Context: an optimization exercise on an open-source flow, tuned for small area, a short achievable clock period and few clock cycles per item. The choices shown serve that exercise and are no tape-out recipe. Function was checked by simulation only, so behaviour that the tests miss may differ from the original.

## btc_enc
module btc_enc (
  input  wire         clk,
  input  wire         rst,         
  input  wire         in_valid,
  output wire         in_ready,
  input  wire [1:0]   in_fmt,      
  input  wire [511:0] in_pixels,   
  output wire         out_valid,
  input  wire         out_ready,
  output wire [127:0] out_block    
);
  function [4:0] ffs_above;
    input [15:0] m;
    input [3:0]  p;
    integer q;
    reg f;
    reg [3:0] x;
    begin
      f = 1'b0; x = 4'd0;
      for (q = 15; q >= 0; q = q - 1)
        if (m[q] && (q > p)) begin f = 1'b1; x = q[3:0]; end
      ffs_above = {f, x};
    end
  endfunction
  function [4:0] ffs;
    input [15:0] m;
    integer q;
    reg f;
    reg [3:0] x;
    begin
      f = 1'b0; x = 4'd0;
      for (q = 15; q >= 0; q = q - 1)
        if (m[q]) begin f = 1'b1; x = q[3:0]; end
      ffs = {f, x};
    end
  endfunction
  localparam S_IDLE = 2'd0, S_RUN = 2'd1, S_OUT = 2'd2, S_OUTW = 2'd3;
  reg  [1:0]   state;
  reg          in_ready_r, out_valid_r;
  reg  [511:0] px;
  reg  [1:0]   fmt;       
  reg  [1:0]   rfmt;      
  wire acc     = in_valid && in_ready_r;
  wire start_n = acc && (state == S_IDLE || out_ready);         
  wire start_p = (state == S_OUTW) && out_ready;                
  reg  go;    
  wire c_idle, a_idle;
  wire done    = (state == S_RUN) && !go && c_idle && a_idle;
  assign in_ready  = in_ready_r;
  assign out_valid = out_valid_r;
  always @(posedge clk) begin
    if (rst) go <= 1'b0;
    else     go <= start_n || start_p;
  end
  always @(posedge clk) begin
    if (rst) begin
      state       <= S_IDLE;
      in_ready_r  <= 1'b1;
      out_valid_r <= 1'b0;
    end else begin
      case (state)
        S_IDLE: if (acc) begin
          state <= S_RUN; in_ready_r <= 1'b0;
        end
        S_RUN: if (done) begin
          state <= S_OUT; in_ready_r <= 1'b1; out_valid_r <= 1'b1;
        end
  ...
export LEC_CHECK = 0
export ABC_CLOCK_PERIOD_IN_PS = 9000
export CAP_MARGIN = 20
export CORE_MARGIN = 2
export CORE_UTILIZATION = 30
export SLEW_MARGIN = 20
create_clock -name core_clock -period 36.0 [get_ports {clk}]
run.sh (not shown) runs the stock make flow with config.mk's settings and CLKGATE_MAP_FILE= SYNTH_SCRIPT=/design/flow/synth_recipe.tcl, a recipe that flattens the netlist after the stock synthesis.
Testbench counts at the start, summed over its fixed seeds: cycles 56,624, items 288.
Next try:
--- a/flow/design.v
+++ b/flow/design.v
@@ -440,37 +440,39 @@
         aj <= 4'd0;    
       end
     end
   end
   reg         p0a_v;
   reg  [3:0]  p0a_i, p0a_j;
   reg  [1:0]  p0a_ph;
   reg  [7:0]  p0a_n;
   reg  [19:0] p0a_e;
   reg  [35:0] p0a_x;
   reg  [7:0]  ga0, ga1;    
+  reg         a8;          
+  reg  [7:0]  amin, adst;  
   always @(posedge clk) begin
     if (rst) p0a_v <= 1'b0;
     else     p0a_v <= a_iss;
     p0a_i  <= s1a_i;
     p0a_j  <= s1a_j;
     p0a_ph <= aq_v ? aq_ph : 2'd0;
     p0a_n  <= aq_v ? aq_n  : an;
     p0a_e  <= aq_v ? aq_e  : 20'd0;
     p0a_x  <= aq_v ? aq_x  : 36'd0;
     ga0    <= va0;
     ga1    <= va1;
+    a8     <= va0 > va1;
+    amin   <= (va0 > va1) ? va1 : va0;
+    adst   <= (va0 > va1) ? (va0 - va1) : (va1 - va0);
   end
-  wire        a8   = ga0 > ga1;
-  wire [7:0]  amin = a8 ? ga1 : ga0;
-  wire [7:0]  adst = a8 ? (ga0 - ga1) : (ga1 - ga0);
   wire [47:0] ao7;
   wire [31:0] ao5;
   wire [6:0]  ae8;
   wire [4:0]  ae6;
   btc_aoff u_aoff (.d(adst), .o7(ao7), .o5(ao5), .e8(ae8), .e6(ae6));
   reg  [7:0] ae [0:7];      
   reg  [2:0] ax [0:7];      
   reg  [6:0] aeq;           
   reg  [2:0] arep [0:7];
   integer q, s;
   reg run;
Effect: The changed run ran to the end with no violations. Cell area grows by 0.80%. Non-clock buffer count grows by 80. Area after synthesis grows by 0.58%. Count of clock-buffer cells in the layout grows by 25. Utilization stays flat. Global-route usage barely changes. Via count grows by 0.68%. Fmax stays flat. Sequential cell count grows by 17. Die area grows by 0.58%. Sequential share of layout area barely changes. Wire length grows by 0.96%.
Testbench counts after the change, summed over its fixed seeds: cycles 56,624, items 288.

## afterwards: timing with drivers on the ports
The flow's constraints put no driver on any port. The routed layouts listed below were extracted and timed again, unchanged, in two steps. Step 1: set_driving_cell puts a clkbuf_16 on clk and a buf_2 on each other input, an assumption about the parent block. Step 2 adds t to the input delays and takes it off the output delays; t is the mean of the earliest and latest rising clock arrival at the registers after step 1. Input paths then give back, and output paths get back, about the clock's delay inside the block. Three values: ideal, step 1, step 2; two values: the first two.
| run | t, ns | setup slack, ns | slew at the worst register clock pin (ns) | worst data-port slew with drivers (ns) |
|---|---|---|---|---|
| the first run | 1.137 | 25.115 / 24.981 / 26.118 | 0.08 / 0.08 | 0.22 |
| the second run | 1.121 | 25.123 / 24.991 / 26.112 | 0.07 / 0.07 | 0.17 |
After both steps setup and hold are still met in every run listed.
